This design comes from an exercise in tuning for small area on the open sky130 flow, not from production work.
At most, simulation tests tie the RTL to the original design; equivalence was not proved.
For runs 2 and 3, only the layout was checked, not whether the RTL still works.
Power figures rest on the tool's default switching activity, not on a simulated workload.

===== run.sh =====
#!/bin/bash
# synth_recipe.tcl (not shown) runs the flow's synth.tcl, then flattens the netlist and writes it again
# the make line also repeats each setting of config.mk as NAME=value (left out here)
make -C /OpenROAD-flow-scripts/flow DESIGN_CONFIG=/design/flow/config.mk WORK_HOME=/design/flow/orfs CLKGATE_MAP_FILE= SYNTH_SCRIPT=/design/flow/synth_recipe.tcl finish

===== config.mk =====
export PLATFORM = sky130hd
export DESIGN_NAME = icsp_engine
export DESIGN_NICKNAME = icsp_engine
export VERILOG_FILES = /design/flow/design.v
export SDC_FILE = /design/flow/constraint.sdc
export NUM_CORES = 4
export LEC_CHECK = 0
export CAP_MARGIN = 20
export CORE_MARGIN = 2
export CORE_UTILIZATION = 40
export SLEW_MARGIN = 20

===== constraint.sdc =====
create_clock -name core_clock -period 10.0 [get_ports {clk}]
set_input_delay 2.0000 -clock core_clock [delete_from_list [all_inputs] [get_ports {clk}]]
set_output_delay 2.0000 -clock core_clock [all_outputs]
set_load 0.01 [all_outputs]

===== design.v =====
module icsp_engine (
    input  wire        clk,
    input  wire        rst,
    input  wire        req_valid,
    output wire        req_ready,
    input  wire [31:0] req_hdr,
    input  wire [16:0] req_nopd,
    input  wire        opd_valid,
    output wire        opd_ready,
    input  wire [31:0] opd_data,
    output reg         rsp_valid,
    output wire        rsp_status,
    output reg  [31:0] rsp_data,
    input  wire        host_abort,
    output reg         icsp_mclr,
    output reg         icsp_clk,
    output reg         icsp_dat_o,
    output reg         icsp_dat_oe,
    input  wire        icsp_dat_i
);
    localparam [2:0] R_OK       = 3'd0,
                     R_NOT_PROG = 3'd1,
                     R_BAD_OP   = 3'd2,
                     R_BAD_ARG  = 3'd3,
                     R_ABORTED  = 3'd4;
    localparam [3:0] K_LOAD_CONFIG = 4'd0,
                     K_LOAD_PM     = 4'd1,
                     K_LOAD_DM     = 4'd2,
                     K_READ_PM     = 4'd3,
                     K_READ_DM     = 4'd4,
                     K_INC         = 4'd5,
                     K_RESET_ADDR  = 4'd6,
                     K_BEGIN_PROG  = 4'd7,
                     K_ERASE_PM    = 4'd8,
                     K_ERASE_DM    = 4'd9;
    localparam [31:0] KEY = 32'h4D434850;
    localparam [3:0] CL_STATUS = 4'd0,
                     CL_SETT   = 4'd1,
                     CL_GETT   = 4'd2,
                     CL_SEND   = 4'd3,
                     CL_RECV   = 4'd4,
                     CL_ENTER  = 4'd5,
                     CL_EXIT   = 4'd6,
                     CL_RESET  = 4'd7,
                     CL_CMD    = 4'd8,
                     CL_READ   = 4'd9,
                     CL_ERASE  = 4'd10,
                     CL_WRITE  = 4'd11;
    localparam [4:0] S_IDLE     = 5'd0,
                     S_DECODE   = 5'd1,
                     S_FINISH   = 5'd2,
                     S_SETT     = 5'd3,
                     S_SEND     = 5'd4,
                     S_RAWDONE  = 5'd5,
                     S_EP_M1    = 5'd6,
                     S_EP_M0    = 5'd7,
                     S_EP_KEY   = 5'd8,
                     S_EP_TAIL  = 5'd9,
                     S_EP_SETTL = 5'd10,
                     S_MODE_END = 5'd11,
                     S_RT_M1    = 5'd12,
                     S_CMD_GO   = 5'd13,
                     S_RD_LOOP  = 5'd14,
                     S_RD_INC   = 5'd15,
                     S_ER_PM2   = 5'd16,
                     S_WR_B     = 5'd17,
                     S_WR_C     = 5'd18,
                     S_WR_SKIP  = 5'd19,
                     S_WR_LOOP  = 5'd20,
                     S_WR_LOAD  = 5'd21,
                     S_WR_PROG  = 5'd22,
                     S_WR_INC   = 5'd23;
    localparam [1:0] P_NONE = 2'd0,
                     P_WAIT = 2'd1,    
                     P_SUB  = 2'd2,    
                     P_OPD  = 2'd3;    
    localparam [2:0] C_IDLE  = 3'd0,
                     C_OPC   = 3'd1,
                     C_WAIT1 = 3'd2,
                     C_FRAME = 3'd3,
                     C_WAIT2 = 3'd4,
                     C_DONE  = 3'd5,
                     C_FIN   = 3'd6;
    localparam [3:0] B_IDLE   = 4'd0,
                     B_DAT    = 4'd1,
                     B_RISE   = 4'd2,
                     B_FALL   = 4'd3,
                     B_NEXT   = 4'd4,
                     B_DIRIN  = 4'd5,
                     B_RRISE  = 4'd6,
                     B_RFALL  = 4'd7,
                     B_RNEXT  = 4'd8,
                     B_DIROUT = 4'd9;
    reg [4:0]  st;
    reg [1:0]  pend;
    reg [2:0]  cst;
    reg [3:0]  bst;
    reg        bw;           
    reg        cstart, bstart, cdone, bdone;
    reg [3:0]  cls;
    reg [1:0]  rgn;
    reg [15:0] arg;          
    reg [3:0]  cmd_sel;
    reg [2:0]  res;
    reg        last_q;       
    reg        session;
    reg        cur_valid;
    reg        cur_space;
    reg [15:0] cur_off;
    reg        fault_seen;
    reg [31:0] t0, t1, t2, t3, t4, t5;
    reg [31:0] cnt;
    reg [31:0] sreg;
    reg [5:0]  left;
    wire run = (pend == P_NONE);
    wire [7:0]  h_op    = req_hdr[7:0];
    wire [1:0]  h_rgn   = req_hdr[9:8];
    wire [5:0]  h_nbits = req_hdr[15:10];
    wire [15:0] h_count = req_hdr[31:16];
    reg        d_known, d_badarg, d_noop, d_needprog;
    reg [16:0] d_nopd;
    reg [3:0]  d_cls;
    wire d_is_cmd    = (h_op >= 8'h20) && (h_op <= 8'h29);
    wire d_is_region = (h_op == 8'h30) || (h_op == 8'h31) || (h_op == 8'h32);
    always @(*) begin
        d_known = 1'b0;
        d_cls   = CL_STATUS;
        case (h_op)
            8'h00: begin d_known = 1'b1; d_cls = CL_STATUS; end
            8'h01: begin d_known = 1'b1; d_cls = CL_SETT;   end
            8'h02: begin d_known = 1'b1; d_cls = CL_GETT;   end
            8'h08: begin d_known = 1'b1; d_cls = CL_SEND;   end
            8'h09: begin d_known = 1'b1; d_cls = CL_RECV;   end
            8'h10: begin d_known = 1'b1; d_cls = CL_ENTER;  end
            8'h11: begin d_known = 1'b1; d_cls = CL_EXIT;   end
            8'h12: begin d_known = 1'b1; d_cls = CL_RESET;  end
            8'h30: begin d_known = 1'b1; d_cls = CL_READ;   end
            8'h31: begin d_known = 1'b1; d_cls = CL_ERASE;  end
            8'h32: begin d_known = 1'b1; d_cls = CL_WRITE;  end
            default: begin d_known = d_is_cmd; d_cls = CL_CMD; end
        endcase
        if (h_op == 8'h08 || h_op == 8'h01 ||
            h_op == 8'h20 || h_op == 8'h21 || h_op == 8'h22)
            d_nopd = 17'd1;
        else if (h_op == 8'h32)
            d_nopd = {1'b0, h_count};
        else
            d_nopd = 17'd0;
        d_badarg = 1'b0;
        if ((h_op == 8'h08 || h_op == 8'h09) &&
            (h_nbits == 6'd0 || h_nbits > 6'd32))
            d_badarg = 1'b1;
        if (d_is_region && h_rgn == 2'd3)
            d_badarg = 1'b1;
        if ((h_op == 8'h01 || h_op == 8'h02) && h_count > 16'd5)
            d_badarg = 1'b1;
        if (req_nopd != d_nopd)
            d_badarg = 1'b1;
        if (h_op == 8'h31 && h_rgn == 2'd2)
            d_badarg = 1'b1;
        if (h_op == 8'h32 && h_rgn == 2'd2 &&
            h_count != 16'd0 && h_count != 16'd2)
            d_badarg = 1'b1;
        d_noop     = d_is_region && (h_count == 16'd0);
        d_needprog = d_is_cmd || d_is_region;
    end
    wire cls_out = (cmd_sel == K_LOAD_CONFIG) || (cmd_sel == K_LOAD_PM) ||
                   (cmd_sel == K_LOAD_DM);
    wire cls_in  = (cmd_sel == K_READ_PM) || (cmd_sel == K_READ_DM);
    wire timed   = (cmd_sel == K_BEGIN_PROG) || (cmd_sel == K_ERASE_PM) ||
                   (cmd_sel == K_ERASE_DM);
    wire t2gt1   = (t2 > t1);
    reg [2:0] tix;
    always @(*) begin
        if (bst != B_IDLE)
            tix = 3'd0;
        else if (cst != C_IDLE)
            tix = (cst == C_WAIT1 && timed && t2gt1) ? 3'd2 : 3'd1;
        else if (cls == CL_GETT)
            tix = arg[2:0];
        else if (cls == CL_RESET)
            tix = 3'd5;
        else if (st == S_EP_SETTL)
            tix = 3'd4;
        else
            tix = 3'd3;
    end
    wire [31:0] tsel = tix[2] ? (tix[0] ? t5 : t4) :
                       tix[1] ? (tix[0] ? t3 : t2) :
                                (tix[0] ? t1 : t0);
    wire cnt_zero = (cnt == 32'd0);
    wire below_floor = (t0 < 32'd100) || (t1 < 32'd1000) ||
                       (t2 < 32'd5000000) || (t3 < 32'd1000000);
    wire m_opc   = (cst == C_WAIT1);
    wire m_frame = (cst == C_WAIT2);
    wire m_key   = (cst == C_IDLE) && (cls == CL_ENTER);
    wire m_recv  = m_frame ? cls_in : (cst == C_IDLE) && (cls == CL_RECV);
    reg [5:0] opc;
    always @(*) begin
        case (cmd_sel)
            4'd0:    opc = 6'h00;
            4'd1:    opc = 6'h02;
            4'd2:    opc = 6'h03;
            4'd3:    opc = 6'h04;
            4'd4:    opc = 6'h05;
            4'd5:    opc = 6'h06;
            4'd6:    opc = 6'h16;
            4'd7:    opc = 6'h08;
            4'd8:    opc = 6'h09;
            default: opc = 6'h0B;
        endcase
    end
    wire [2:0] opc_k = 3'd6 - left[2:0];
    wire [4:0] key_k = 5'd0 - left[4:0];
    wire       f_edge = m_frame && ((left == 6'd16) || (left == 6'd1));
    wire       bitval = m_opc ? opc[opc_k] :
                        m_key ? KEY[key_k] :
                        f_edge ? 1'b0 : sreg[0];
    wire       tx_shift = !(m_opc || (m_frame && left == 6'd16));
    wire [5:0] nload = m_opc   ? 6'd6 :
                       m_frame ? 6'd16 :
                       m_key   ? ((st == S_EP_TAIL) ? 6'd32 : 6'd1) :
                       arg[5:0];
    wire [4:0] rpos = m_frame ? 5'd15 : (arg[4:0] - 5'd1);
    wire [31:0] status_word = {cur_off, 7'd0, cur_space, cur_valid, below_floor,
                               fault_seen, session, 1'b0, res};
    always @(*) begin
        if (st == S_IDLE)
            rsp_data = status_word;
        else if (cls == CL_GETT)
            rsp_data = tsel;
        else if (cls == CL_RECV)
            rsp_data = sreg;
        else
            rsp_data = {sreg[15:0], 2'b00, sreg[14:1]};
    end
    assign rsp_status = rsp_valid && (st == S_IDLE);
    assign req_ready  = (st == S_IDLE);
    assign opd_ready  = (pend == P_OPD);
    wire        t_we  = (st == S_SETT) && run;
    wire [31:0] wd0   = sreg & {32{~rst}};
    wire [31:0] wd1   = sreg | {32{rst}};
    localparam [31:0] RV0 = 32'd100, RV1 = 32'd1000, RV2 = 32'd5000000,
                      RV3 = 32'd10000000, RV4 = 32'd10000000, RV5 = 32'd500000000;
    always @(posedge clk) begin
        if (rst || (t_we && arg[2:0] == 3'd0)) t0 <= (RV0 & wd1) | (~RV0 & wd0);
        if (rst || (t_we && arg[2:0] == 3'd1)) t1 <= (RV1 & wd1) | (~RV1 & wd0);
        if (rst || (t_we && arg[2:0] == 3'd2)) t2 <= (RV2 & wd1) | (~RV2 & wd0);
        if (rst || (t_we && arg[2:0] == 3'd3)) t3 <= (RV3 & wd1) | (~RV3 & wd0);
        if (rst || (t_we && arg[2:0] == 3'd4)) t4 <= (RV4 & wd1) | (~RV4 & wd0);
        if (rst || (t_we && arg[2:0] == 3'd5)) t5 <= (RV5 & wd1) | (~RV5 & wd0);
    end
    wire [15:0] off_inc = cur_off + 16'd1;
    wire        eq1     = (off_inc == arg);
    reg cnt_ld;
    always @(*) begin
        cnt_ld = 1'b0;
        if (bst != B_IDLE && !bw &&
            (bst == B_DAT || bst == B_RISE || bst == B_FALL ||
             bst == B_DIRIN || bst == B_RRISE || bst == B_RFALL))
            cnt_ld = 1'b1;
        if ((cst == C_WAIT1 || cst == C_WAIT2) && bdone)
            cnt_ld = 1'b1;
        if (run && st == S_DECODE && (cls == CL_ENTER || cls == CL_RESET))
            cnt_ld = 1'b1;
        if (run && (st == S_EP_M1 || st == S_EP_M0 || st == S_EP_SETTL ||
                    st == S_RT_M1))
            cnt_ld = 1'b1;
    end
    wire sh_tx = !bw && bst == B_DAT && tx_shift;
    wire sh_rx = !bw && bst == B_RFALL;
    wire [31:0] rx_ins = sh_rx ? (32'd1 << rpos) : 32'd0;
    integer i;
    always @(posedge clk) begin
        cnt <= cnt_ld ? tsel : cnt - 32'd1;
        if (run && st == S_DECODE)
            sreg <= 32'd0;
        else if (pend == P_OPD && opd_valid)
            sreg <= opd_data;
        else if (sh_tx || sh_rx)
            for (i = 0; i < 32; i = i + 1)
                sreg[i] <= rx_ins[i] ? icsp_dat_i : ((i == 31) ? 1'b0 : sreg[(i + 1) % 32]);
        if (bst == B_IDLE && bstart)
            left <= nload;
        else if (!bw && (bst == B_FALL || bst == B_RFALL))
            left <= left - 6'd1;
    end
    always @(posedge clk) begin
        if (rst) begin
            st          <= S_IDLE;
            pend        <= P_NONE;
            cst         <= C_IDLE;
            bst         <= B_IDLE;
            bw          <= 1'b0;
            cstart      <= 1'b0;
            bstart      <= 1'b0;
            cdone       <= 1'b0;
            bdone       <= 1'b0;
            session     <= 1'b0;
            cur_valid   <= 1'b0;
            cur_space   <= 1'b0;
            cur_off     <= 16'd0;
            fault_seen  <= 1'b0;
            icsp_mclr   <= 1'b1;
            icsp_clk    <= 1'b0;
            icsp_dat_o  <= 1'b0;
            icsp_dat_oe <= 1'b1;
            rsp_valid   <= 1'b0;
        end else begin
            rsp_valid <= 1'b0;
            cstart    <= 1'b0;
            bstart    <= 1'b0;
            cdone     <= 1'b0;
            bdone     <= 1'b0;
            if (bw) begin
                if (cnt_zero)
                    bw <= 1'b0;
            end else begin
                case (bst)
                    B_IDLE: begin
                        if (bstart)
                            bst <= m_recv ? B_DIRIN : B_DAT;
                    end
                    B_DAT: begin
                        icsp_dat_o <= bitval;
                        bw  <= 1'b1;
                        bst <= B_RISE;
                    end
                    B_RISE: begin
                        icsp_clk <= 1'b1;
                        bw  <= 1'b1;
                        bst <= B_FALL;
                    end
                    B_FALL: begin
                        icsp_clk <= 1'b0;
                        bw  <= 1'b1;
                        bst <= B_NEXT;
                    end
                    B_NEXT: begin
                        if (left == 6'd0) begin
                            bdone <= 1'b1;
                            bst   <= B_IDLE;
                        end else begin
                            bst   <= B_DAT;
                        end
                    end
                    B_DIRIN: begin
                        icsp_dat_oe <= 1'b0;
                        bw  <= 1'b1;
                        bst <= B_RRISE;
                    end
                    B_RRISE: begin
                        icsp_clk <= 1'b1;
                        bw  <= 1'b1;
                        bst <= B_RFALL;
                    end
                    B_RFALL: begin
                        icsp_clk <= 1'b0;
                        bw  <= 1'b1;
                        bst <= B_RNEXT;
                    end
                    B_RNEXT: begin
                        bst <= (left == 6'd0) ? B_DIROUT : B_RRISE;
                    end
                    B_DIROUT: begin
                        icsp_dat_oe <= 1'b1;
                        bdone <= 1'b1;
                        bst   <= B_IDLE;
                    end
                    default: bst <= B_IDLE;
                endcase
            end
            case (cst)
                C_IDLE:  if (cstart) cst <= C_OPC;
                C_OPC: begin
                    bstart <= 1'b1;
                    cst    <= C_WAIT1;
                end
                C_WAIT1: if (bdone) cst <= C_FRAME;
                C_FRAME: begin
                    if (cnt_zero) begin
                        if (cls_out || cls_in) begin
                            bstart <= 1'b1;
                            cst    <= C_WAIT2;
                        end else begin
                            cst    <= C_FIN;
                        end
                    end
                end
                C_WAIT2: if (bdone) cst <= C_DONE;
                C_DONE: begin
                    if (cnt_zero) begin
                        cdone <= 1'b1;
                        cst   <= C_IDLE;
                    end
                end
                C_FIN: begin
                    cdone <= 1'b1;
                    cst   <= C_IDLE;
                end
                default: cst <= C_IDLE;
            endcase
            case (pend)
                P_WAIT: if (cnt_zero) pend <= P_NONE;
                P_OPD:  if (opd_valid) pend <= P_NONE;
                P_SUB: begin
                    if (cdone || (bdone && cst == C_IDLE))
                        pend <= P_NONE;
                    if (cdone) begin
                        case (cmd_sel)
                            K_LOAD_CONFIG: begin
                                cur_valid <= 1'b1;
                                cur_space <= 1'b1;
                                cur_off   <= 16'd0;
                            end
                            K_RESET_ADDR: begin
                                cur_valid <= 1'b1;
                                cur_space <= 1'b0;
                                cur_off   <= 16'd0;
                            end
                            K_INC: begin
                                if (cur_valid)
                                    cur_off <= off_inc;
                            end
                            K_READ_PM, K_READ_DM: rsp_valid <= 1'b1;
                            default: ;
                        endcase
                    end
                end
                default: begin
                    case (st)
                        S_IDLE: begin
                            if (req_valid) begin
                                cmd_sel <= h_op[3:0];
                                rgn     <= h_rgn;
                                arg     <= {h_count[15:6],
                                            (h_op[3] && !h_op[4] && !h_op[5]) ? h_nbits
                                                                               : h_count[5:0]};
                                last_q  <= 1'b0;
                                st      <= S_DECODE;
                                if (!d_known) begin
                                    res <= R_BAD_OP;
                                    cls <= CL_STATUS;
                                end else if (d_badarg) begin
                                    res <= R_BAD_ARG;
                                    cls <= CL_STATUS;
                                end else if (d_noop) begin
                                    res <= R_OK;
                                    cls <= CL_STATUS;
                                end else if (d_needprog && !session) begin
                                    res <= R_NOT_PROG;
                                    cls <= CL_STATUS;
                                end else begin
                                    res <= R_OK;
                                    cls <= d_cls;
                                end
                            end
                        end
                        S_DECODE: begin
                            case (cls)
                                CL_SETT: begin
                                    pend <= P_OPD;
                                    st   <= S_SETT;
                                end
                                CL_GETT: begin
                                    rsp_valid <= 1'b1;
                                    st        <= S_FINISH;
                                end
                                CL_SEND: begin
                                    pend <= P_OPD;
                                    st   <= S_SEND;
                                end
                                CL_RECV: begin
                                    bstart <= 1'b1;
                                    pend   <= P_SUB;
                                    st     <= S_RAWDONE;
                                end
                                CL_ENTER: begin
                                    pend <= P_WAIT;
                                    st   <= S_EP_M1;
                                end
                                CL_EXIT: begin
                                    icsp_mclr <= 1'b1;
                                    st        <= S_MODE_END;
                                end
                                CL_RESET: begin
                                    icsp_mclr <= 1'b0;
                                    pend      <= P_WAIT;
                                    st        <= S_RT_M1;
                                end
                                CL_CMD: begin
                                    if (cmd_sel == K_LOAD_CONFIG || cmd_sel == K_LOAD_PM ||
                                        cmd_sel == K_LOAD_DM)
                                        pend <= P_OPD;
                                    st <= S_CMD_GO;
                                end
                                CL_READ: begin
                                    cstart  <= 1'b1;
                                    cmd_sel <= (rgn == 2'd2) ? K_LOAD_CONFIG : K_RESET_ADDR;
                                    pend    <= P_SUB;
                                    st      <= S_RD_LOOP;
                                end
                                CL_ERASE: begin
                                    cstart  <= 1'b1;
                                    cmd_sel <= (rgn == 2'd0) ? K_LOAD_CONFIG : K_ERASE_DM;
                                    pend    <= P_SUB;
                                    st      <= (rgn == 2'd0) ? S_ER_PM2 : S_FINISH;
                                end
                                CL_WRITE: begin
                                    cstart <= 1'b1;
                                    pend   <= P_SUB;
                                    if (rgn == 2'd1) begin
                                        cmd_sel <= K_ERASE_DM;
                                        st      <= S_WR_C;
                                    end else begin
                                        cmd_sel <= K_LOAD_CONFIG;
                                        st      <= (rgn == 2'd0) ? S_WR_B : S_WR_SKIP;
                                    end
                                end
                                default: st <= S_FINISH;
                            endcase
                        end
                        S_FINISH: begin
                            fault_seen <= fault_seen || (res == R_NOT_PROG) ||
                                          (res == R_BAD_OP) || (res == R_BAD_ARG);
                            rsp_valid  <= 1'b1;
                            st         <= S_IDLE;
                        end
                        S_SETT: st <= S_FINISH;
                        S_SEND: begin
                            bstart <= 1'b1;
                            pend   <= P_SUB;
                            st     <= S_RAWDONE;
                        end
                        S_RAWDONE: begin
                            cur_valid <= 1'b0;
                            if (cls == CL_RECV)
                                rsp_valid <= 1'b1;
                            st <= S_FINISH;
                        end
                        S_EP_M1: begin
                            icsp_mclr <= 1'b1;
                            pend      <= P_WAIT;
                            st        <= S_EP_M0;
                        end
                        S_EP_M0: begin
                            icsp_mclr <= 1'b0;
                            pend      <= P_WAIT;
                            st        <= S_EP_KEY;
                        end
                        S_EP_KEY: begin
                            bstart <= 1'b1;
                            pend   <= P_SUB;
                            st     <= S_EP_TAIL;
                        end
                        S_EP_TAIL: begin
                            bstart <= 1'b1;
                            pend   <= P_SUB;
                            st     <= S_EP_SETTL;
                        end
                        S_EP_SETTL: begin
                            pend <= P_WAIT;
                            st   <= S_MODE_END;
                        end
                        S_RT_M1: begin
                            icsp_mclr <= 1'b1;
                            pend      <= P_WAIT;
                            st        <= S_MODE_END;
                        end
                        S_MODE_END: begin
                            session   <= (cls == CL_ENTER);
                            cur_valid <= 1'b0;
                            cur_space <= 1'b0;
                            cur_off   <= 16'd0;
                            st        <= S_FINISH;
                        end
                        S_CMD_GO: begin
                            cstart <= 1'b1;
                            pend   <= P_SUB;
                            st     <= S_FINISH;
                        end
                        S_RD_LOOP: begin
                            if (last_q) begin
                                st <= S_FINISH;
                            end else if (cmd_sel == K_INC && host_abort) begin
                                res <= R_ABORTED;
                                st  <= S_FINISH;
                            end else begin
                                cstart  <= 1'b1;
                                cmd_sel <= (rgn == 2'd1) ? K_READ_DM : K_READ_PM;
                                pend    <= P_SUB;
                                st      <= S_RD_INC;
                            end
                        end
                        S_RD_INC: begin
                            cstart  <= 1'b1;
                            cmd_sel <= K_INC;
                            last_q  <= eq1;
                            pend    <= P_SUB;
                            st      <= S_RD_LOOP;
                        end
                        S_ER_PM2: begin
                            cstart  <= 1'b1;
                            cmd_sel <= K_ERASE_PM;
                            pend    <= P_SUB;
                            st      <= S_FINISH;
                        end
                        S_WR_B: begin
                            cstart  <= 1'b1;
                            cmd_sel <= K_ERASE_PM;
                            pend    <= P_SUB;
                            st      <= S_WR_C;
                        end
                        S_WR_C: begin
                            cstart  <= 1'b1;
                            cmd_sel <= K_RESET_ADDR;
                            pend    <= P_SUB;
                            st      <= S_WR_LOOP;
                        end
                        S_WR_SKIP: begin
                            if (cur_off[2:0] == 3'd7) begin
                                cmd_sel <= K_LOAD_CONFIG;
                                st      <= S_WR_LOOP;
                            end else begin
                                cstart  <= 1'b1;
                                cmd_sel <= K_INC;
                                pend    <= P_SUB;
                            end
                        end
                        S_WR_LOOP: begin
                            if (last_q) begin
                                st <= S_FINISH;
                            end else if (cmd_sel == K_INC &&
                                         (rgn != 2'd0 || cur_off[3:0] == 4'd0) &&
                                         host_abort) begin
                                res <= R_ABORTED;
                                st  <= S_FINISH;
                            end else begin
                                pend <= P_OPD;
                                st   <= S_WR_LOAD;
                            end
                        end
                        S_WR_LOAD: begin
                            cstart  <= 1'b1;
                            cmd_sel <= (rgn == 2'd1) ? K_LOAD_DM : K_LOAD_PM;
                            pend    <= P_SUB;
                            st      <= S_WR_PROG;
                        end
                        S_WR_PROG: begin
                            last_q <= (rgn == 2'd2) ? !cur_off[0] : eq1;
                            if (rgn != 2'd0 || cur_off[3:0] == 4'd15 || eq1) begin
                                cstart  <= 1'b1;
                                cmd_sel <= K_BEGIN_PROG;
                                pend    <= P_SUB;
                            end
                            st <= S_WR_INC;
                        end
                        S_WR_INC: begin
                            cstart  <= 1'b1;
                            cmd_sel <= K_INC;
                            pend    <= P_SUB;
                            st      <= S_WR_LOOP;
                        end
                        default: st <= S_IDLE;
                    endcase
                end
            endcase
        end
    end
endmodule

==> results of run 1 <==
Yosys cell counts (all sizes together), types with 12 or more instances:
library cell and instances:
dfxtp 113, o21ai 138, buf 14, xnor2 38, mux2i 24, o221a 20, nand4 29, o31ai 21
a21oi 147, nor4 49, ha 54, a211oi 25, nand3 102, a21o 36, nor3 52, a311oi 30
nor2 215, inv 82, a211o 14, nand2b 27, o221ai 15, clkbuf 141, o22ai 26, a31oi 60
or4 15, and3 20, or2 34, edfxtp 228, nand2 219, a22oi 18, xor2 24, and2 15
o311ai 12, or3 18, nor2b 55
stage by stage:
stage	worst slack, ps	instance area [um^2]	hold slack (ps)
after global placement	3450	22400	452
after detailed placement	3300	22400	467
final	2620	23800	469
after CTS	2670	23800	479
after floorplan	4870	20600	432
after global routing	2260	23800	497
per-layer routing:
layer	share of wire, %	GRT usage, %	vias up
met5	0	0	-
met2	44	45.0	981
met1	44	42.3	9484
li1	-	-	8716
met4	2.7	8.95	0
met3	8.6	5.06	108
kinds of logic (layout without fill, tap and decap cells):
| kind of cell | count (synthesis) | after routing | synth area share [%] |
|---|---|---|---|
| multiplexers | 39 | 39 | 2.31 |
| AO/OA/AOI/OAI | 654 | 654 | 21.2 |
| flip-flops | 341 | 341 | 44.2 |
| XOR/XNOR | 62 | 62 | 2.64 |
| adder cells (fa/ha/maj) | 54 | 54 | 3.28 |
| buffers and inverters | 238 | 317 | 4.41 |
| AND/OR/NAND/NOR | 901 | 901 | 21.9 |
power groups by stage:
stage	logic (mW)	registers (mW)	clock network [mW]
6_report	2.29	2.14	1.50
5_1_grt	2.46	2.17	1.57
4_1_cts	2.24	2.12	1.52
3_5_place_dp	2.23	2.15	0
3_3_place_gp	2.23	2.14	0
2_1_floorplan	1.41	1.98	0
cells in the final DEF, fill, tap and decap left out, types with 18 or more instances in the layout:
cell             instances
nand2b_1                27
nor3_1                  50
nand2_1                218
o31ai_1                 21
nor4_1                  48
xnor2_1                 38
dfxtp_1                113
inv_1                   82
nand4_1                 29
a311oi_1                30
a31oi_1                 60
o22ai_1                 26
or3_1                   18
or2_2                   34
ha_1                    54
o21ai_0                137
clkdlybuf4s50_1        124
and3_1                  20
a211oi_1                23
xor2_1                  24
a21oi_1                147
a21o_1                  36
o221a_2                 20
nand3_1                102
mux2i_1                 24
buf_4                   36
nor2b_1                 55
nor2_1                 214
edfxtp_1               228
clkbuf_16               41
a22oi_1                 18
cell type report:
type	count	area, um^2
fill	4893	27300
multi-input combinational	1710	10700
sequential	341	9110
timing repair buffer	162	1530
clock buffer	52	1100
tap	680	851
inverter	83	312
clock inverter	20	233
worst max-delay path: stages, from the launching register on:
cell             delay (ps)
dfxtp_1                 620
nor3b_1                 750
o21ai_0                 460
a31oi_1                 320
nor2_1                  130
a211oi_2                570
buf_4                   400
nor2_1                  200
mux4_2                  510
a211oi_1                270
clkdlybuf4s50_1         580
registers in the layout, summed over array words and instances, names as in the netlist, 5 cells and up:
register and flops:
t4 32, arg 16, t5 32, t2 32
opc 5, sreg 32, t1 32, cnt 32
t3 32, cur_off 16, left 6, st 5
t0 32
worst max-delay path by stage:
stage	to	start	cells after the start
4_1_cts	rsp_data[11]	t1[14]$_DFFE_PP_	12
3_3_place_gp	rsp_data[11]	t1[14]$_DFFE_PP_	12
3_5_place_dp	rsp_data[11]	t1[14]$_DFFE_PP_	12
5_1_grt	rsp_data[11]	cst[1]$_SDFFE_PP0P_	10
2_1_floorplan	rsp_data[11]	t2[30]$_DFFE_PP_	10
6_report	rsp_data[11]	cst[1]$_SDFFE_PP0P_	10
==> results.cfg, run 1 <==
[run_status]
status = timing/DRC/antenna clean

[clocking]
cts_buffers = 39
clock_latency_ps = 570
clk_transition_reported_paths_ps = 60
postCtsSetupBuffers = 0
cts_tree = built
cts_root_buffer = clkbuf_16
cts_sinks = 341
cts_max_path_buffers = 3
h-tree-depth = 2
cts_hold_buf = 0
ctsResizeCount = 0

[layout]
drive_above_1_share_pct = 7.98
final_cells = 3048
nNetsFinal = 2478
diodes = 0
fin_util_pct = 46.6
syn_to_final_growth_pct = 15.5

[floorplan]
dieWidth_um = 231
die-area_um2 = 53300
initial_core_util_pct = 40.3
die_h_um = 231
core_area_um2 = 51100
row_count = 83
ios = 127

[critical_path]
worst-setup-path-type = reg -> out
crit_arrival_ps = 5380
reg2reg_slack_ps = 4340
start_kind = register
r2r_end = opc[1]$_DFF_P_
worst_setup_path_end_kind = output pin
worst-path-max-fanout = 17
r2r_cells = 11
cp.required_ps = 8000
crit-reg2reg-launch = cur_off[7]$_SDFFE_PP0P_

[power_and_ir_drop]
fin_total_pwr_mw = 5.94
comb_power_share_pct = 38.6
switchingPower_mw = 2.38
p_clk_share_pct = 25.3
p_int_mw = 3.56
p_seq_share_pct = 36.1
p_leak_nw = 8.39
p_per_area_nw_per_um2 = 250
p_sw_share_pct = 40.1
max-vdd-ir-drop_mv = 0.143

[timing]
max_slew_margin_pct = 27.4
slew_viol_final = 0
hold_viol = 0
min_period_ps = 7380
setup_viol = 0
clock_skew_ps = 20.6
rsz0062_at_grt = no
setup_tns_ps = 0
finalCritPeriodShare_pct = 73.8
clock.fmax_mhz = 135
worst_pin_slew_ps = 1080

[logic_synthesis]
syn_nets = 2430
ys_warn_count = 1
synth-edff-count = 228
synth.largest_area_cell = edfxtp_1
ys_ff_latch = 341
synthTopCellsByArea = edfxtp_1, dfxtp_1, nand2_1
syn-cell-area_um2 = 20600
ys.flop_type = edfxtp_1
synth.avg_cell_area_um2 = 9.00
synthCells = 2289
async_flop_share_pct = 0
yosysSeqAreaShare_pct = 44.2
yosysTopAreaCellShare_pct = 33.2
yosysUniqueCellTypes = 81

[min_path]
hp-start = icsp_clk$_SDFFE_PP0P_
min_path_type = reg -> reg
min_path_cells = 2
holdPathEnd = icsp_clk$_SDFFE_PP0P_

[grt]
globalRouteOverflowTotal = 0
grt_max_degree = 78
grt_pass1_vias = 18000
antenna_found_initial = 0
grt_usage_pct = 29.4
grt_pass1_wl_mm = 118

[placement]
place_hpwl_mm = 57.9
gp_congestion = 0.972
place_inst = 2975
io_buffers = 126

[detailed_routing]
drc = 0
ant_nets = 0
wl_per_cell_um = 26.1
totalWireLength_mm = 79.5
drtIter0Drc = 2296
routed-via-count = 19300
drtPass1Iterations = 8
vias_per_cell = 6.33

[run]
maxCapViolCount = 0
==> inputs of run 2 (changes only) <==
--- a/design.v
+++ b/design.v
@@ -10,7 +10,7 @@
     input  wire [31:0] opd_data,
     output reg         rsp_valid,
     output wire        rsp_status,
-    output reg  [31:0] rsp_data,
+    output wire [31:0] rsp_data,
     input  wire        host_abort,
     output reg         icsp_mclr,
     output reg         icsp_clk,
@@ -23,16 +23,16 @@
                      R_BAD_OP   = 3'd2,
                      R_BAD_ARG  = 3'd3,
                      R_ABORTED  = 3'd4;
-    localparam [3:0] K_LOAD_CONFIG = 4'd0,
-                     K_LOAD_PM     = 4'd1,
-                     K_LOAD_DM     = 4'd2,
-                     K_READ_PM     = 4'd3,
-                     K_READ_DM     = 4'd4,
-                     K_INC         = 4'd5,
-                     K_RESET_ADDR  = 4'd6,
-                     K_BEGIN_PROG  = 4'd7,
-                     K_ERASE_PM    = 4'd8,
-                     K_ERASE_DM    = 4'd9;
+    localparam [4:0] K_LOAD_CONFIG = 5'h00,
+                     K_LOAD_PM     = 5'h02,
+                     K_LOAD_DM     = 5'h03,
+                     K_READ_PM     = 5'h04,
+                     K_READ_DM     = 5'h05,
+                     K_INC         = 5'h06,
+                     K_RESET_ADDR  = 5'h16,
+                     K_BEGIN_PROG  = 5'h08,
+                     K_ERASE_PM    = 5'h09,
+                     K_ERASE_DM    = 5'h0B;
     localparam [31:0] KEY = 32'h4D434850;
     localparam [3:0] CL_STATUS = 4'd0,
                      CL_SETT   = 4'd1,
@@ -100,7 +100,7 @@
     reg [3:0]  cls;
     reg [1:0]  rgn;
     reg [15:0] arg;          
-    reg [3:0]  cmd_sel;
+    reg [4:0]  cmd_sel;      
     reg [2:0]  res;
     reg        last_q;       
     reg        session;
@@ -164,30 +164,79 @@
         d_noop     = d_is_region && (h_count == 16'd0);
         d_needprog = d_is_cmd || d_is_region;
     end
-    wire cls_out = (cmd_sel == K_LOAD_CONFIG) || (cmd_sel == K_LOAD_PM) ||
-                   (cmd_sel == K_LOAD_DM);
-    wire cls_in  = (cmd_sel == K_READ_PM) || (cmd_sel == K_READ_DM);
-    wire timed   = (cmd_sel == K_BEGIN_PROG) || (cmd_sel == K_ERASE_PM) ||
-                   (cmd_sel == K_ERASE_DM);
-    wire t2gt1   = (t2 > t1);
-    reg [2:0] tix;
+    wire cls_out = !cmd_sel[3] && !cmd_sel[2];                     
+    wire cls_in  = !cmd_sel[3] && cmd_sel[2] && !cmd_sel[1];       
+    wire timed   = cmd_sel[3];                                     
+    wire k_lcfg  = !cmd_sel[3] && !cmd_sel[2] && !cmd_sel[1];      
+    wire k_inc   = !cmd_sel[4] && cmd_sel[2] && cmd_sel[1];        
+    wire k_rst   = cmd_sel[4];                                     
+    function gt32;
+        input [31:0] a, b;
+        integer k;
+        reg g;
+        begin
+            g = 1'b0;
+            for (k = 0; k < 32; k = k + 1)
+                g = (a[k] & ~b[k]) | (a[k] & g) | (~b[k] & g);
+            gt32 = g;
+        end
+    endfunction
+    function [31:0] dec32;
+        input [31:0] a;
+        integer k;
+        reg b;
+        begin
+            b = 1'b1;
+            for (k = 0; k < 32; k = k + 1) begin
+                dec32[k] = a[k] ^ b;
+                b = b & ~a[k];
+            end
+        end
+    endfunction
+    function [15:0] inc16;
+        input [15:0] a;
+        integer k;
+        reg c;
+        begin
+            c = 1'b1;
+            for (k = 0; k < 16; k = k + 1) begin
+                inc16[k] = a[k] ^ c;
+                c = c & a[k];
+            end
+        end
+    endfunction
+    wire t2gt1   = gt32(t2, t1);
+    reg [5:0] tsh;
     always @(*) begin
+        tsh = 6'd0;
         if (bst != B_IDLE)
-            tix = 3'd0;
-        else if (cst != C_IDLE)
-            tix = (cst == C_WAIT1 && timed && t2gt1) ? 3'd2 : 3'd1;
-        else if (cls == CL_GETT)
-            tix = arg[2:0];
-        else if (cls == CL_RESET)
-            tix = 3'd5;
-        else if (st == S_EP_SETTL)
-            tix = 3'd4;
-        else
-            tix = 3'd3;
+            tsh[0] = 1'b1;
+        else if (cst != C_IDLE) begin
+            if (cst == C_WAIT1 && timed && t2gt1)
+                tsh[2] = 1'b1;
+            else
+                tsh[1] = 1'b1;
+        end else if (cls == CL_GETT) begin
+            case (arg[2:0])
+                3'd0: tsh[0] = 1'b1;
+                3'd1: tsh[1] = 1'b1;
+                3'd2: tsh[2] = 1'b1;
+                3'd3: tsh[3] = 1'b1;
+                3'd4: tsh[4] = 1'b1;
+                default: tsh[5] = 1'b1;
+            endcase
+        end else if (cls == CL_RESET)
+            tsh[5] = 1'b1;
+        else if (cls == CL_ENTER) begin
+            if (st == S_EP_SETTL)
+                tsh[4] = 1'b1;
+            else
+                tsh[3] = 1'b1;
+        end
     end
-    wire [31:0] tsel = tix[2] ? (tix[0] ? t5 : t4) :
-                       tix[1] ? (tix[0] ? t3 : t2) :
-                                (tix[0] ? t1 : t0);
+    wire [31:0] tsel = ({32{tsh[0]}} & t0) | ({32{tsh[1]}} & t1) |
+                       ({32{tsh[2]}} & t2) | ({32{tsh[3]}} & t3) |
+                       ({32{tsh[4]}} & t4) | ({32{tsh[5]}} & t5);
     wire cnt_zero = (cnt == 32'd0);
     wire below_floor = (t0 < 32'd100) || (t1 < 32'd1000) ||
                        (t2 < 32'd5000000) || (t3 < 32'd1000000);
@@ -195,25 +244,20 @@
     wire m_frame = (cst == C_WAIT2);
     wire m_key   = (cst == C_IDLE) && (cls == CL_ENTER);
     wire m_recv  = m_frame ? cls_in : (cst == C_IDLE) && (cls == CL_RECV);
-    reg [5:0] opc;
+    reg opc_bit;
     always @(*) begin
-        case (cmd_sel)
-            4'd0:    opc = 6'h00;
-            4'd1:    opc = 6'h02;
-            4'd2:    opc = 6'h03;
-            4'd3:    opc = 6'h04;
-            4'd4:    opc = 6'h05;
-            4'd5:    opc = 6'h06;
-            4'd6:    opc = 6'h16;
-            4'd7:    opc = 6'h08;
-            4'd8:    opc = 6'h09;
-            default: opc = 6'h0B;
+        case (left[2:0])
+            3'd6:    opc_bit = cmd_sel[0];
+            3'd5:    opc_bit = cmd_sel[1];
+            3'd4:    opc_bit = cmd_sel[2];
+            3'd3:    opc_bit = cmd_sel[3];
+            3'd2:    opc_bit = cmd_sel[4];
+            default: opc_bit = 1'b0;
         endcase
     end
-    wire [2:0] opc_k = 3'd6 - left[2:0];
-    wire [4:0] key_k = 5'd0 - left[4:0];
+    wire [4:0] key_k  = 5'd0 - left[4:0];
     wire       f_edge = m_frame && ((left == 6'd16) || (left == 6'd1));
-    wire       bitval = m_opc ? opc[opc_k] :
+    wire       bitval = m_opc ? opc_bit :
                         m_key ? KEY[key_k] :
                         f_edge ? 1'b0 : sreg[0];
     wire       tx_shift = !(m_opc || (m_frame && left == 6'd16));
@@ -222,18 +266,11 @@
                        m_key   ? ((st == S_EP_TAIL) ? 6'd32 : 6'd1) :
                        arg[5:0];
     wire [4:0] rpos = m_frame ? 5'd15 : (arg[4:0] - 5'd1);
+    wire        fin_fault   = fault_seen || (res == R_NOT_PROG) ||
+                              (res == R_BAD_OP) || (res == R_BAD_ARG);
     wire [31:0] status_word = {cur_off, 7'd0, cur_space, cur_valid, below_floor,
-                               fault_seen, session, 1'b0, res};
-    always @(*) begin
-        if (st == S_IDLE)
-            rsp_data = status_word;
-        else if (cls == CL_GETT)
-            rsp_data = tsel;
-        else if (cls == CL_RECV)
-            rsp_data = sreg;
-        else
-            rsp_data = {sreg[15:0], 2'b00, sreg[14:1]};
-    end
+                               fin_fault, session, 1'b0, res};
+    assign rsp_data = sreg;
     assign rsp_status = rsp_valid && (st == S_IDLE);
     assign req_ready  = (st == S_IDLE);
     assign opd_ready  = (pend == P_OPD);
@@ -250,7 +287,7 @@
         if (rst || (t_we && arg[2:0] == 3'd4)) t4 <= (RV4 & wd1) | (~RV4 & wd0);
         if (rst || (t_we && arg[2:0] == 3'd5)) t5 <= (RV5 & wd1) | (~RV5 & wd0);
     end
-    wire [15:0] off_inc = cur_off + 16'd1;
+    wire [15:0] off_inc = inc16(cur_off);
     wire        eq1     = (off_inc == arg);
     reg cnt_ld;
     always @(*) begin
@@ -267,19 +304,31 @@
                     st == S_RT_M1))
             cnt_ld = 1'b1;
     end
+    integer i;
     wire sh_tx = !bw && bst == B_DAT && tx_shift;
     wire sh_rx = !bw && bst == B_RFALL;
-    wire [31:0] rx_ins = sh_rx ? (32'd1 << rpos) : 32'd0;
-    integer i;
+    wire sh_rd = sh_rx && m_frame;
+    wire [31:0] rx_ins = (sh_rx && !m_frame) ? (32'd1 << rpos) : 32'd0;
+    reg  [31:0] shifted;
+    always @(*) begin
+        for (i = 0; i < 32; i = i + 1)
+            shifted[i] = rx_ins[i] ? icsp_dat_i : ((i == 31) ? 1'b0 : sreg[(i + 1) % 32]);
+        if (sh_rd) begin
+            shifted[31] = icsp_dat_i;
+            shifted[15] = 1'b0;
+            shifted[14] = icsp_dat_i && (left != 6'd1);
+        end
+    end
     always @(posedge clk) begin
-        cnt <= cnt_ld ? tsel : cnt - 32'd1;
+        cnt <= cnt_ld ? tsel : dec32(cnt);
         if (run && st == S_DECODE)
-            sreg <= 32'd0;
+            sreg <= tsel;
+        else if (run && st == S_FINISH)
+            sreg <= status_word;
         else if (pend == P_OPD && opd_valid)
             sreg <= opd_data;
         else if (sh_tx || sh_rx)
-            for (i = 0; i < 32; i = i + 1)
-                sreg[i] <= rx_ins[i] ? icsp_dat_i : ((i == 31) ? 1'b0 : sreg[(i + 1) % 32]);
+            sreg <= shifted;
         if (bst == B_IDLE && bstart)
             left <= nload;
         else if (!bw && (bst == B_FALL || bst == B_RFALL))
@@ -407,31 +456,33 @@
                     if (cdone || (bdone && cst == C_IDLE))
                         pend <= P_NONE;
                     if (cdone) begin
-                        case (cmd_sel)
-                            K_LOAD_CONFIG: begin
-                                cur_valid <= 1'b1;
-                                cur_space <= 1'b1;
-                                cur_off   <= 16'd0;
-                            end
-                            K_RESET_ADDR: begin
-                                cur_valid <= 1'b1;
-                                cur_space <= 1'b0;
-                                cur_off   <= 16'd0;
-                            end
-                            K_INC: begin
-                                if (cur_valid)
-                                    cur_off <= off_inc;
-                            end
-                            K_READ_PM, K_READ_DM: rsp_valid <= 1'b1;
-                            default: ;
-                        endcase
+                        if (k_lcfg || k_rst) begin
+                            cur_valid <= 1'b1;
+                            cur_space <= k_lcfg;
+                            cur_off   <= 16'd0;
+                        end
+                        if (k_inc && cur_valid)
+                            cur_off <= off_inc;
+                        if (cls_in)
+                            rsp_valid <= 1'b1;
                     end
                 end
                 default: begin
                     case (st)
                         S_IDLE: begin
                             if (req_valid) begin
-                                cmd_sel <= h_op[3:0];
+                                case (h_op[3:0])
+                                    4'd0:    cmd_sel <= K_LOAD_CONFIG;
+                                    4'd1:    cmd_sel <= K_LOAD_PM;
+                                    4'd2:    cmd_sel <= K_LOAD_DM;
+                                    4'd3:    cmd_sel <= K_READ_PM;
+                                    4'd4:    cmd_sel <= K_READ_DM;
+                                    4'd5:    cmd_sel <= K_INC;
+                                    4'd6:    cmd_sel <= K_RESET_ADDR;
+                                    4'd7:    cmd_sel <= K_BEGIN_PROG;
+                                    4'd8:    cmd_sel <= K_ERASE_PM;
+                                    default: cmd_sel <= K_ERASE_DM;
+                                endcase
                                 rgn     <= h_rgn;
                                 arg     <= {h_count[15:6],
                                             (h_op[3] && !h_op[4] && !h_op[5]) ? h_nbits
@@ -489,8 +540,7 @@
                                     st        <= S_RT_M1;
                                 end
                                 CL_CMD: begin
-                                    if (cmd_sel == K_LOAD_CONFIG || cmd_sel == K_LOAD_PM ||
-                                        cmd_sel == K_LOAD_DM)
+                                    if (cls_out)
                                         pend <= P_OPD;
                                     st <= S_CMD_GO;
                                 end
@@ -521,8 +571,7 @@
                             endcase
                         end
                         S_FINISH: begin
-                            fault_seen <= fault_seen || (res == R_NOT_PROG) ||
-                                          (res == R_BAD_OP) || (res == R_BAD_ARG);
+                            fault_seen <= fin_fault;
                             rsp_valid  <= 1'b1;
                             st         <= S_IDLE;
                         end
@@ -582,7 +631,7 @@
                         S_RD_LOOP: begin
                             if (last_q) begin
                                 st <= S_FINISH;
-                            end else if (cmd_sel == K_INC && host_abort) begin
+                            end else if (k_inc && host_abort) begin
                                 res <= R_ABORTED;
                                 st  <= S_FINISH;
                             end else begin
@@ -630,7 +679,7 @@
                         S_WR_LOOP: begin
                             if (last_q) begin
                                 st <= S_FINISH;
-                            end else if (cmd_sel == K_INC &&
+                            end else if (k_inc &&
                                          (rgn != 2'd0 || cur_off[3:0] == 4'd0) &&
                                          host_abort) begin
                                 res <= R_ABORTED;
==> flow/run.sh (new file) <==
#!/bin/bash
# Layout flow: the standard flow (standard.sh) with these changes:
#  - synthesis maps the combinational logic with an area-oriented ABC
#    script (flow/area.abc) and without Yosys's full/half-adder extraction
#    (ADDER_MAP_FILE empty); the rest of the synthesis script is the standard flow's, so
#    the registers are the standard synthesis's;
#  - the port buffers are the smallest buffer, sky130_fd_sc_hd__buf_1;
#  - clock tree synthesis uses clkbuf_8 leaf clusters of at most 16 sinks and
#    no dummy loads.
# Each tool's output is in orfs/logs/; make's output is in flow_make.log.
set -euo pipefail
here=$(pwd)
{ cat "$here/flow/abc_override.tcl"; cat "$here/synth_recipe.tcl"; } > "$here/flow_synth.tcl"
sed "s|SYNTH_SCRIPT=[^ ]*|SYNTH_SCRIPT=$here/flow_synth.tcl ADDER_MAP_FILE=|" standard.sh > "$here/flow_standard.sh"
export FLOW_ABC_SCRIPT="$here/flow/area.abc"
export CTS_ARGS="-sink_clustering_enable -repair_clock_nets -dont_use_dummy_load -buf_list sky130_fd_sc_hd__clkbuf_8 -sink_clustering_size 16 -sink_clustering_max_diameter 50"
export BUFFER_PORTS_ARGS="-buffer_cell sky130_fd_sc_hd__buf_1"
bash "$here/flow_standard.sh" finish > "$here/flow_make.log" 2>&1
==> flow/abc_override.tcl (new file) <==
# Use this flow's ABC script for the technology mapping of the
# combinational logic (ORFS's synth.tcl calls abc once, with -script).
# Registers are mapped before abc runs and abc is not given -dff, so the
# registers are the standard synthesis's.
proc abc {args} {
  set i [lsearch -exact $args -script]
  if {$i >= 0} {
    set args [lreplace $args [expr {$i + 1}] [expr {$i + 1}] $::env(FLOW_ABC_SCRIPT)]
  }
  yosys abc {*}$args
}
==> flow/area.abc (new file) <==
strash
&get -n
&st
&deepsyn -T 90
&dch
&nf -R 1000 -p
&st
&syn2
&dch
&nf -R 1000 -p
&put
topo
==> standard.sh (new file) <==
#!/bin/bash
# synth_recipe.tcl (not shown) runs the flow's synth.tcl, then flattens the netlist and writes it again
# the make line also repeats each setting of config.mk as NAME=value (left out here)
make -C /OpenROAD-flow-scripts/flow DESIGN_CONFIG=/design/flow/config.mk WORK_HOME=/design/flow/orfs CLKGATE_MAP_FILE= SYNTH_SCRIPT=/design/flow/synth_recipe.tcl "${@:-finish}"
removed: run.sh
==> run 2 against run 1 <==
Against the previous run:
- still clean
- final cell count down 27%
- power decreased by 16%
- sequential share of layout area up 13 points
- die area is 21% lower
- routed wire length fell by 32%
- critical endpoint is now sreg[31]$_DFFE_PP_
==> results.cfg, run 2 <==
[layout]
drive_above_1_share_pct = 4.45
fillerInstances = 3839
area.sequential_um2 = 9360
syn_to_final_growth_pct = 11.7
diodes = 0
multi_input_area_um2 = 6720
layout_common_cells = edfxtp_1, nand2_1, buf_1, a21oi_1, nor2_1
final_cells = 2231
nNetsFinal = 1795
final_common_cell = edfxtp_1

[logic_synthesis]
syn-cell-area_um2 = 16200
synth.avg_cell_area_um2 = 10.7
synthXorXnorAreaFrac_pct = 2.27
synth.largest_area_cell = edfxtp_1
yosysTopAreaCellShare_pct = 48.3
yosysSeqAreaShare_pct = 57.7
yosys-mux-area-fraction_pct = 0.832
synthMostInstantiatedCell = edfxtp_1
synthCells = 1518
synthTopCellsByArea = edfxtp_1, dfxtp_1, nand2_1
synthAdderAreaFrac_pct = 0.247
yosysUniqueCellTypes = 65
ys.flop_type = edfxtp_1
syn_nets = 1605
ys_ff_latch = 337
ys_warn_count = 1
synth_common_cells = edfxtp_1, nand2_1, a21oi_1, nor2_1, o21ai_0
synth_compound_area_share_pct = 19.7
yosys.area_share.simple_pct = 17.9
async_flop_share_pct = 0
synth-edff-count = 261
synth_top_family_by_area = compound AO/OA/AOI/OAI gates

[clocking]
cts_max_path_buffers = 3
h-tree-depth = 2
cts_tree = built
cts_buffers = 35
clock_latency_ps = 580
clk_transition_reported_paths_ps = 60
cts_sinks = 337
cts_hold_buf = 0
ctsResizeCount = 0
postCtsSetupBuffers = 0
cts_root_buffer = clkbuf_8

[detailed_routing]
wl_per_cell_um = 24.2
drtIter0Drc = 1411
drc = 0
ant_nets = 0
routed-via-count = 13900
totalWireLength_mm = 54.1
drtPass1Iterations = 6
vias_per_cell = 6.22

[grt]
grt_pass1_vias = 13100
grt_usage_pct = 25.5
grt_pass1_wl_mm = 80.6
globalRouteOverflowTotal = 0
grt_max_degree = 64
antenna_found_initial = 0

[min_path]
min_path_type = reg -> reg
hp-start = fault_seen$_SDFFE_PP0P_

[timing]
max_slew_margin_pct = 27.0
hold-worst-slack_ps = 466
slew_viol_final = 0
rsz0062_at_grt = no
min_period_ps = 6770
finalCritPeriodShare_pct = 67.7
clock.fmax_mhz = 148
setup_tns_ps = 0
hold_viol = 0
clock_skew_ps = 69.0
setup_viol = 0
worst_pin_slew_ps = 1090

[floorplan]
die-area_um2 = 42200
ios = 127
die_h_um = 205
core_area_um2 = 39900
dieWidth_um = 205
row_count = 73
initial_core_util_pct = 40.7

[placement]
io_buffers = 126
place_inst = 2195
gp_congestion = 0.942
place_hpwl_mm = 38.7

[critical_path]
worst_setup_path_end_kind = register
cp.required_ps = 10310
crit_top_cell = a21oi_1
worst-path-max-fanout = 32
critPathLaunch = t1[0]$_DFFE_PP_
start_kind = register
crit_slowest_cell = a2111oi_0
slowest_delay_ps = 500
worst-setup-path-type = reg -> reg
crit-reg2reg-launch = t1[0]$_DFFE_PP_
crit_arrival_ps = 7090

[power_and_ir_drop]
p_per_area_nw_per_um2 = 276
max-vdd-ir-drop_mv = 0.120
p_leak_nw = 5.93

[run]
maxCapViolCount = 0

[run_status]
status = timing/DRC/antenna clean
## run 2: changes by cell type in the layout (fill, tap and decap cells not counted), moves of 54 or more
cell	before	now
o21ai_0	137	75
nor2_1	214	105
inv_1	82	0
clkdlybuf4s50_1	124	0
ha_1	54	0
buf_1	0	125
nand3_1	102	45
## run 2: worst paths after layout
check                                 end  slack (ps)  cells past startpoint
hold / removal    fault_seen$_SDFFE_PP0P_         470                      2
setup reg to reg       sreg[31]$_DFFE_PP_        3230                     31
setup / recovery       sreg[31]$_DFFE_PP_        3230                     31
hold reg to reg   fault_seen$_SDFFE_PP0P_         470                      2
## run 2: cells by family (layout without fill, tap and decap cells)
| family | after synthesis | count (layout) |
|---|---|---|
| AND/OR/NAND/NOR | 587 | 587 |
| flip-flops | 337 | 337 |
| AO/OA/AOI/OAI | 475 | 475 |
| XOR/XNOR | 42 | 42 |
| adder cells (fa/ha/maj) | 4 | 4 |
| multiplexers | 13 | 13 |
| buffers and inverters | 60 | 248 |
## run 2: power breakdown
part	switching, mW	internal [mW]	leakage (nW)	total (mW)
Clock	0.457	0.313	0.252	0.770
Sequential	0.368	2.04	3.17	2.41
Combinational	1.20	0.619	2.51	1.82
## run 2: critical path, delay by kind of cell, from the launching register on
kind / cells / cell delay, ps
compound gates: 23 / 3780
fa+ha+maj: 4 / 1440
buf+inv: 1 / 400
flops: 1 / 390
simple gates: 3 / 510
## run 2: area by class of cell
| cell class | count | share of cell area, % |
|---|---|---|
| clock buffer | 35 | 2.66 |
| sequential | 337 | 51.6 |
| tap | 525 | 3.62 |
| timing repair buffer | 153 | 3.77 |
| multi-input combinational | 1121 | 37.1 |
| inverter | 60 | 1.24 |
## run 2: per-stage QoR
step | area [um^2] | util, % | setup slack [ps] | power, mW
after floorplan | 16200 | - | 3010 | 3.44
after global placement | 17600 | 44.2 | 3470 | 4.19
after detailed placement | 17600 | 44.2 | 3340 | 4.21
after CTS | 18100 | 45.4 | 3270 | 4.98
after global routing | 18100 | 45.4 | 2670 | 5.27
final | 18100 | 45.4 | 3230 | 5.00
## run 2: metal layers
metal / global-route usage, % / vias to the layer above / part of all wire (%)
met3: 4.17 / 89 / 8.9
met1: 34.6 / 6777 / 41
met2: 41.5 / 690 / 47
met4: 8.50 / 0 / 3.2
met5: 0 / - / 0
li1: - / 6316 / -
==> inputs of run 3 (changes only) <==
--- a/config.mk
+++ b/config.mk
@@ -5,7 +5,7 @@
 export SDC_FILE = /design/flow/constraint.sdc
 export NUM_CORES = 4
 export LEC_CHECK = 0
-export CAP_MARGIN = 20
+export CAP_MARGIN = 0
 export CORE_MARGIN = 2
 export CORE_UTILIZATION = 40
-export SLEW_MARGIN = 20
+export SLEW_MARGIN = 0
==> run 3 against run 2 <==
Against the previous run:
- final area is 0.11% lower
- sequential cell count stayed put
- combinational power hardly changed
- largest power group unchanged
- critical path type unchanged
- still clean
- utilization is 0.050 points lower
- count of clock-buffer cells in the layout stayed put
- power is 0.14% lower
- sequential power hardly changed
- final cell count hardly changed
- maximum frequency is 0.61% lower
==> results.cfg, run 3 <==
[timing]
finalCritPeriodShare_pct = 68.1
slew_viol_final = 0
worst_pin_slew_ps = 1240
hold_viol = 0
clock.fmax_mhz = 147
rsz0062_at_grt = no
setup_viol = 0
clock_skew_ps = 72.2
max_slew_margin_pct = 17.4
min_period_ps = 6810
setup_tns_ps = 0

[logic_synthesis]
synth-edff-count = 261
ys_ff_latch = 337
yosysTopAreaCellShare_pct = 48.3
syn-cell-area_um2 = 16200
ys_warn_count = 1
synthTopCellsByArea = edfxtp_1, dfxtp_1, nand2_1
yosysUniqueCellTypes = 65
ys.flop_type = edfxtp_1
syn_nets = 1605
synthMostInstantiatedCell = edfxtp_1
synth_common_cells = edfxtp_1, nand2_1, a21oi_1, nor2_1, o21ai_0
synth.largest_area_cell = edfxtp_1
async_flop_share_pct = 0
yosysSeqAreaShare_pct = 57.7
synthCells = 1518
synth.avg_cell_area_um2 = 10.7

[critical_path]
crit_top_cell = a21oi_1
crit_arrival_ps = 7130
worst-setup-path-type = reg -> reg
slowest_delay_ps = 500
crit-reg2reg-launch = t1[0]$_DFFE_PP_
crit_slowest_cell = a2111oi_0
reg2reg_slack_ps = 3190
cp.required_ps = 10320
worst_setup_path_end_kind = register
start_kind = register
worst-path-max-fanout = 32
critPathLaunch = t1[0]$_DFFE_PP_

[grt]
globalRouteOverflowTotal = 0
grt_pass1_wl_mm = 80.6
grt_pass1_vias = 13100
grt_max_degree = 64
antenna_found_initial = 0
grt_usage_pct = 25.5

[layout]
drive_above_1_share_pct = 4.40
syn_to_final_growth_pct = 11.6
final_common_cell = edfxtp_1
fin_area_um2 = 18100
diodes = 0
final_cells = 2230
fillerInstances = 3844
nNetsFinal = 1794
layout_common_cells = edfxtp_1, nand2_1, buf_1, a21oi_1, nor2_1

[floorplan]
die-area_um2 = 42200
dieWidth_um = 205
initial_core_util_pct = 40.7
row_count = 73
core_area_um2 = 39900
ios = 127
die_h_um = 205

[clocking]
clk_transition_reported_paths_ps = 60
cts_sinks = 337
cts_buffers = 35
ctsResizeCount = 0
clock_latency_ps = 590
postCtsSetupBuffers = 0
cts_hold_buf = 0
cts_max_path_buffers = 3
cts_root_buffer = clkbuf_8
cts_tree = built
h-tree-depth = 2

[placement]
post_dp_cell_area_um2 = 17600
gp_congestion = 0.942
io_buffers = 126
place_hpwl_mm = 38.7
place_inst = 2195

[detailed_routing]
drtPass1Iterations = 6
wl_per_cell_um = 24.2
ant_nets = 0
drtIter0Drc = 1464
vias_per_cell = 6.20
drc = 0
totalWireLength_mm = 53.9
routed-via-count = 13800

[run]
maxCapViolCount = 0

[min_path]
min_path_type = reg -> reg
hp-start = fault_seen$_SDFFE_PP0P_

[run_status]
status = timing/DRC/antenna clean

[power_and_ir_drop]
max-vdd-ir-drop_mv = 0.120
p_leak_nw = 5.92
p_per_area_nw_per_um2 = 275
run 3: layer usage:
| metal | vias to the layer above | track usage (%) | routed length (um) |
|---|---|---|---|
| li1 | 6320 | - | - |
| met1 | 6756 | 34.6 | 22300 |
| met2 | 657 | 41.5 | 25200 |
| met3 | 97 | 4.17 | 4820 |
| met4 | 0 | 8.50 | 1670 |
| met5 | - | 0 | 0 |
run 3: final cells by class:
class	instances	area, um^2	area share, %
Sequential cell	337	9360	51.7
Timing Repair Buffer	152	672	3.71
Tap cell	525	657	3.63
Multi-Input combinational cell	1121	6720	37.1
Clock buffer	35	482	2.66
Inverter	60	225	1.24
run 3: final timing paths:
kind,cells after the start,endpoint
worst max register to register,31,sreg[31]$_DFFE_PP_
worst min register to register,2,fault_seen$_SDFFE_PP0P_
worst min-delay path,2,fault_seen$_SDFFE_PP0P_
worst max-delay path,31,sreg[31]$_DFFE_PP_
run 3: cells by family after synthesis:
family,count (synthesis),share of synthesized area (%)
and+or+nand+nor,587,17.9
DFF,337,57.7
AOI/OAI and AO/OA,475,19.7
xor gates and xnor gates,42,2.27
buffers and inverters,60,1.39
adders and majority gates,4,0.247
muxes,13,0.832
run 3: stage by stage:
stage / utilization [%] / power (mW) / hold slack, ps / worst slack (ps)
after floorplan: - / 3.44 / 427 / 3010
after global placement: 44.2 / 4.19 / 442 / 3470
after detailed placement: 44.2 / 4.21 / 451 / 3340
after CTS: 45.4 / 4.98 / 465 / 3270
after global routing: 45.4 / 5.27 / 494 / 2670
final: 45.4 / 4.99 / 461 / 3190
run 3: report_power, final:
group	switching (mW)	internal, mW	total [mW]
logic	1.20	0.615	1.81
clock network	0.457	0.313	0.770
registers	0.366	2.04	2.41
total	2.02	2.97	4.99
run 3: critical path, delay by kind of cell, from the launching register on:
family,cells,cell delay [ps]
buffers and inverters,1,410
and+or+nand+nor,3,510
DFF,1,390
adders and majority gates,4,1470
AOI/OAI and AO/OA,23,3800

## port drivers added, routing unchanged
No port has a modelled driver above. Below, the same layouts with a new extraction and two added sets of constraints. Step 1 assumes that a clkbuf_16 drives the clock port and a buf_2 every other input. Step 2 also shifts input and output timing later by t, the mid clock arrival at the registers, as if the neighbouring blocks saw the same clock. Slacks: ideal ports / drivers / drivers and shift; pairs: ideal ports / drivers.
run	shift t [ns]	slack for setup (ns)	hold slack, ns	clock arrival spread, ns
run 1	0.631	2.617 / 2.550 / 3.181	0.469 / 0.469 / 0.469	0.021 / 0.021
run 2	0.599	3.227 / 3.227 / 3.227	0.466 / 0.466 / 0.466	0.073 / 0.073
run 3	0.603	3.185 / 3.185 / 3.185	0.461 / 0.461 / 0.461	0.077 / 0.076
After both steps every run listed still meets setup and hold.
